What follows belongs to an exercise in optimizing a design on an open flow for small area, a short achievable clock period and few clock cycles per item; a production flow would make more cautious choices. RTL that was checked went through simulation tests only; none was proved equivalent to the original.

==> trial 26: inputs <==
==> flow/design.v (excerpt) <==
module lwis_alu (
    input  wire        clk,
    input  wire        rst,         
    input  wire        in_valid,
    output wire        in_ready,
    input  wire [3:0]  op,
    input  wire [1:0]  last_src,    
    input  wire [31:0] src0,
    input  wire [31:0] src1,
    input  wire [31:0] src2,
    input  wire [31:0] src3,
    output reg         out_valid,
    output reg  [31:0] result,
    output reg  [31:0] remainder,
    output reg         fault
);
Settings: LEC_CHECK=0, ABC_AREA=1, CAP_MARGIN=30, CORE_MARGIN=2, CORE_UTILIZATION=40, SLEW_MARGIN=30; clock period 11.0 ns.
standard.sh (not shown) runs the stock make flow with config.mk's settings and CLKGATE_MAP_FILE= SYNTH_SCRIPT=/design/flow/synth_recipe.tcl, a recipe that flattens the netlist after the stock synthesis.
==> flow/flow/run.sh <==
#!/bin/bash
set -euo pipefail
bash standard.sh SETUP_SLACK_MARGIN=7.0 \
    "BUFFER_PORTS_ARGS=-buffer_cell sky130_fd_sc_hd__buf_4" \
    finish > standard.log 2>&1
==> trial 34: changes against trial 26 <==
--- a/flow/design.v
+++ b/flow/design.v
@@ -90,10 +90,14 @@
     reg  [1:0]  more;       
     reg         fz;         
     reg         iter;       
     reg         first;      
     reg         mcpa;       
+    reg         k_ms;       
+    reg         ms_b;       
+    reg         ms_k;       
+    reg         ms_z;       
     reg  [4:0]  cnt;        
     reg  [4:0]  ka, kb;     
     reg         za;         
     reg         pb;         
     reg         qz;         
@@ -129,15 +133,18 @@
     wire [31:0] csa_c = {((l2s & l2c) | (l2s & l1c_b) | (l2c & l1c_b)), bs_neg[3]};
     wire        mul_done = ((B[31:8] == 24'd0) && !B[7]) || (A[23:0] == 24'd0);
     wire [4:0]  salign  = ka - kb;
     wire        qzero   = qz;
     wire        d_align = k_div && !pb;
-    wire [31:0] sh_in   = k_shl ? rev32(A) : d_align ? rev32(B) : A;
-    wire [4:0]  sh_amt  = k_div ? (pb ? kb : salign) : B[4:0];
+    wire [31:0] sh_in   = (k_shl || (k_ms && !ms_b)) ? rev32(A) :
+                          (d_align || (k_ms && ms_b)) ? rev32(B) : A;
+    wire [4:0]  sh_amt  = k_ms ? (ms_k ? kb : ka) :
+                          k_div ? (pb ? kb : salign) : B[4:0];
     wire [31:0] sh_out  = sh_in >> sh_amt;
     wire [31:0] sh_rev  = rev32(sh_out);
     wire        big_sh  = (B[31:5] != 27'd0);
+    wire [31:0] ms_val  = ms_z ? 32'd0 : sh_rev;      
     wire n2 = (more != 2'd0);
     wire n3 = (more == 2'd2);
     wire eq = (A == B);
     reg [31:0] misc;
     always @(*) begin
@@ -157,11 +164,11 @@
         integer i;
         for (i = 0; i < 32; i = i + 1) mask[i] = (i < kb);
     end
     wire        div_done = iter ? (cnt == 5'd0) : (qzero || pb);
     wire [31:0] dq = iter ? {result[30:0], cy} : (qzero ? 32'd0 : sh_out);
-    wire [31:0] dr = iter ? y : (qzero ? A : (A & mask));
+    wire [31:0] dr = iter ? y : (qzero ? (A & {32{more == 2'd0}}) : (A & mask));
     reg  [4:0] ka_nx;
     reg        za_nx;
     always @(*) begin
         if (!iter) begin
             ka_nx = ka - kb;           
@@ -176,26 +183,30 @@
     end
     wire [31:0] wb_in = in_ready ? src1 : C;
     wire [4:0]  kb_nx = topidx(wb_in);
     wire        pb_nx = pow2(wb_in);
     wire [4:0]  ka_in = topidx(src0);
+    wire        pa_in = pow2(src0);
+    wire        zb_nx = (wb_in == 32'd0);
     wire        za_in = (src0 == 32'd0);
     wire        qz_in = za_in || (ka_in < kb_nx);
     wire        qz_nx = (iter && first) ? (!cy || (kb_nx != 5'd0)) :
                         (za_nx || (ka_nx < kb_nx));
-    wire dsd = busy && k_div && !iter && !fz && (more == 2'd0) && (qz || pb);
+    wire dsd = busy && k_div && !iter && !fz && (qz || (pb && more == 2'd0));
     assign in_ready = rdy || dsd;
-    wire fin = busy && (k_div ? (fz || dfix || (!iter && div_done && more == 2'd0)) :
-                        k_mul ? (mcpa && more == 2'd0) :
+    wire fin = busy && (k_div ? (fz || dfix || (!iter && (qzero || (pb && more == 2'd0)))) :
+                        k_mul ? (((mcpa || k_ms) && more == 2'd0) || (k_ms && ms_z)) :
                         (k_add | k_sub) ? (more == 2'd0) : 1'b1);
     reg will_fin;
     always @(*) begin
         will_fin = 1'b0;
         if (k_div)
             will_fin = iter && div_done && (more == 2'd0);
         else if (k_mul)
-            will_fin = !mcpa && mul_done && (more == 2'd0);
+            will_fin = (!mcpa && !k_ms && mul_done && (more == 2'd0)) ||
+                       ((mcpa || k_ms) && (more != 2'd0) &&
+                        (((more == 2'd1) && pb_nx) || zb_nx));
         else
             will_fin = (more == 2'd1);
     end
     wire chained = (op <= OP_XOR);
     wire [1:0] in_more = chained ? last_src - 2'd1 : 2'd0;
@@ -204,11 +215,12 @@
                    (last_src == 2'd3 && src3 == 32'd0);
     reg in_fin;
     always @(*) begin
         case (op)
             OP_DIV:  in_fin = in_zero;
-            OP_MUL:  in_fin = 1'b0;
+            OP_MUL:  in_fin = ((last_src == 2'd1) && (pa_in || pb_nx)) ||
+                              za_in || zb_nx;
             OP_ADD,
             OP_SUB:  in_fin = (last_src == 2'd1);
             default: in_fin = 1'b1;
         endcase
     end
@@ -218,11 +230,11 @@
     wire [11:0] be_src0 = benc({src0[7:0], 1'b0});
     wire [11:0] be_src1 = benc({src1[7:0], 1'b0});
     wire [11:0] be_c    = benc({C[7:0], 1'b0});
     wire [11:0] be_b    = benc(B[15:7]);
     wire [11:0] be_nx   = in_ready ? (swap ? be_src0 : be_src1) :
-                          mcpa ? be_c : be_b;
+                          (mcpa || k_ms) ? be_c : be_b;
     wire accept = in_ready && in_valid;
     wire free   = fin || !busy;    
     always @(posedge clk) begin
         if (rst) begin
             busy      <= 1'b0;
@@ -244,11 +256,14 @@
         b_nx = C;
         r_nx = misc;
         m_nx = csa_c;
         if (k_mul) begin
             r_nx = mcpa ? y : csa_s;
-            if (!mcpa) begin
+            if (k_ms) begin
+                r_nx = ms_val;
+                a_nx = ms_val;
+            end else if (!mcpa) begin
                 a_nx = {A[23:0], 8'd0};
                 b_nx = {8'd0, B[31:8]};
             end
         end else if (k_div) begin
             a_nx = dq;
@@ -288,20 +303,25 @@
         remainder <= m_nx;
         if (fin)
             fault <= k_div && fz;
         if (busy) begin
             if (k_mul) begin
-                if (!mcpa) begin
+                if (!mcpa && !k_ms) begin
                     if (mul_done)
                         mcpa <= 1'b1;
                     else
                         iter <= 1'b1;
                 end else begin
                     C      <= D;
                     more   <= more - 2'd1;
                     mcpa   <= 1'b0;
                     iter   <= 1'b0;
+                    k_ms   <= pb_nx;
+                    ms_b   <= 1'b0;
+                    ms_k   <= 1'b1;
+                    ms_z   <= zb_nx;
+                    kb     <= kb_nx;
                 end
             end else if (k_div) begin
                 if (iter) begin
                     ms    <= yneg;
                     a_inv <= cy;
@@ -350,10 +370,14 @@
             a_inv <= (op == OP_DIV) || (op == OP_SUB) || (op >= OP_LT);
             more  <= in_more;
             fz    <= in_zero;
             iter  <= 1'b0;
             mcpa  <= 1'b0;
+            k_ms  <= (op == OP_MUL) && (pa_in || pb_nx);
+            ms_b  <= pb_nx ? swap : !swap;
+            ms_k  <= pb_nx;
+            ms_z  <= za_in || zb_nx;
             dfix  <= 1'b0;
             ms    <= 1'b0;
             qz    <= qz_in;
             ka    <= ka_in;
             za    <= za_in;
==> flow/flow/run.sh (replaced) <==
#!/bin/bash
set -euo pipefail
bash standard.sh SETUP_SLACK_MARGIN=7.0 \
    "BUFFER_PORTS_ARGS=-buffer_cell sky130_fd_sc_hd__buf_2" \
    finish > standard.log 2>&1
==> build 81: changes against trial 26 <==
--- a/flow/design.v
+++ b/flow/design.v
@@ -31,47 +31,25 @@
     function [31:0] rev32(input [31:0] x);
         integer i;
         for (i = 0; i < 32; i = i + 1) rev32[i] = x[31-i];
     endfunction
     function [4:0] topidx(input [31:0] x);
-        reg [7:0] g;
-        reg [3:0] nib;
-        reg [2:0] gi;
         integer i;
         begin
-            for (i = 0; i < 8; i = i + 1) g[i] = (x[4*i +: 4] != 4'd0);
-            gi[2] = (g[7:4] != 4'd0);
-            gi[1] = gi[2] ? (g[7:6] != 2'd0) : (g[3:2] != 2'd0);
-            gi[0] = gi[2] ? (gi[1] ? g[7] : g[5]) : (gi[1] ? g[3] : g[1]);
-            nib = x[4*gi +: 4];
-            topidx = {gi, nib[3] | nib[2], nib[3] | (!nib[2] & nib[1])};
+            topidx = 5'd0;
+            for (i = 1; i < 32; i = i + 1)
+                if (x[i]) topidx = i[4:0];
         end
     endfunction
     function pow2(input [31:0] x);
-        reg [15:0] a1, m1;
-        reg [7:0]  a2, m2;
-        reg [3:0]  a3, m3;
-        reg [1:0]  a4, m4;
+        reg [31:0] above;
         integer i;
         begin
-            for (i = 0; i < 16; i = i + 1) begin
-                a1[i] = x[2*i] | x[2*i+1];
-                m1[i] = x[2*i] & x[2*i+1];
-            end
-            for (i = 0; i < 8; i = i + 1) begin
-                a2[i] = a1[2*i] | a1[2*i+1];
-                m2[i] = m1[2*i] | m1[2*i+1] | (a1[2*i] & a1[2*i+1]);
-            end
-            for (i = 0; i < 4; i = i + 1) begin
-                a3[i] = a2[2*i] | a2[2*i+1];
-                m3[i] = m2[2*i] | m2[2*i+1] | (a2[2*i] & a2[2*i+1]);
-            end
-            for (i = 0; i < 2; i = i + 1) begin
-                a4[i] = a3[2*i] | a3[2*i+1];
-                m4[i] = m3[2*i] | m3[2*i+1] | (a3[2*i] & a3[2*i+1]);
-            end
-            pow2 = !(m4[0] | m4[1] | (a4[0] & a4[1]));
+            above[31] = 1'b0;
+            for (i = 30; i >= 0; i = i - 1)
+                above[i] = above[i+1] | x[i+1];
+            pow2 = ((x & above) == 32'd0);
         end
     endfunction
     function [11:0] benc(input [8:0] w);
         integer i;
         begin
==> flow/run.sh (new file) <==
#!/bin/bash
# synth_recipe.tcl (not shown) runs the flow's synth.tcl, then flattens the netlist and writes it again
# the make line also repeats each setting of config.mk as NAME=value (left out here)
make -C /OpenROAD-flow-scripts/flow DESIGN_CONFIG=/design/flow/config.mk WORK_HOME=/design/flow/orfs CLKGATE_MAP_FILE= SYNTH_SCRIPT=/design/flow/synth_recipe.tcl finish
- SETUP_SLACK_MARGIN: default -> 5
removed: flow/flow/run.sh
removed: flow/standard.sh
==> results.cfg <==
[route]
drt-met1-wl_um = 74750
via_per_inst = 6.532

[layout]
fillCellCount = 8204
drive_above_1_share_pct = 20.33

[worst_setup_path]
regToRegSetupSlack_ns = 6.77

[power_and_ir_drop]
combinationalPowerShare_pct = 64.0

[die]
die_x_um = 285.9
fp.dieH_um = 285.9

[run_status]
status = timing/DRC/antenna clean
the above is filed under trial 34

==> results.cfg <==
[run_status]
status = timing/DRC/antenna clean

[power_and_ir_drop]
combinationalPowerShare_pct = 65.0

[layout]
drive_above_1_share_pct = 22.40
fillCellCount = 7661

[worst_setup_path]
critPathMaxFanout = 6

[die]
die_x_um = 279.9
fp.dieH_um = 279.9

[synth]
yosysMostFrequentCell = nand2_1

[route]
drt-met1-wl_um = 74200
the above is filed under trial 26

==> results.cfg <==
[run_status]
status = timing/DRC/antenna clean

[layout]
utilization_pct = 46.12
fillCellCount = 7918

[power_and_ir_drop]
combinationalPowerShare_pct = 63.2

[worst_setup_path]
path_class = reg -> out
regToRegSetupSlack_ns = 5.48

[die]
die_x_um = 278.7
fp.dieH_um = 278.7

[synth]
synth_top_family_by_area = compound AO/OA/AOI/OAI gates

[route]
via_per_inst = 6.433
drt-met1-wl_um = 70550

[placed_design]
dpl_cell_area_mm2 = 0.03330
the above is filed under build 81

Testbench counts of trial 26, summed over its fixed seeds: cycles 27,347, items 12,000.
Testbench counts of trial 34, summed over its fixed seeds: cycles 25,139, items 12,000.
No functional check of the RTL was part of build 81.

## re-timing with driven ports
How much do the figures lean on ideal ports? The routed layouts below were timed once more, with nothing changed but the port constraints.
Step 1 (the two cells are an assumption about what drives the block):
set clk [get_ports {clk}]
set_driving_cell -lib_cell sky130_fd_sc_hd__clkbuf_16 $clk
set_driving_cell -lib_cell sky130_fd_sc_hd__buf_2 [delete_from_list [all_inputs] $clk]
Step 2 adds t to the input delays and takes it off the output delays; t is the mean of the earliest and latest rising clock arrival at the registers after step 1. Input paths then give back, and output paths get back, about the clock's delay inside the block.
a / b / c = no drivers / after step 1 / after step 2; a / b = the first two.
run	t, ns	slack for setup (ns)	clock arrival spread, ns
trial 26	0.671	6.839 / 6.826 / 6.215	0.040 / 0.040
trial 34	0.659	6.614 / 6.537 / 6.095	0.030 / 0.030
build 81	0.697	5.290 / 5.220 / 5.283	0.055 / 0.055
After both steps setup and hold are still met in every run listed. For trial 26, which loses most, drivers alone change the setup slack by -0.013 ns; drivers and shift together by -0.624 ns.
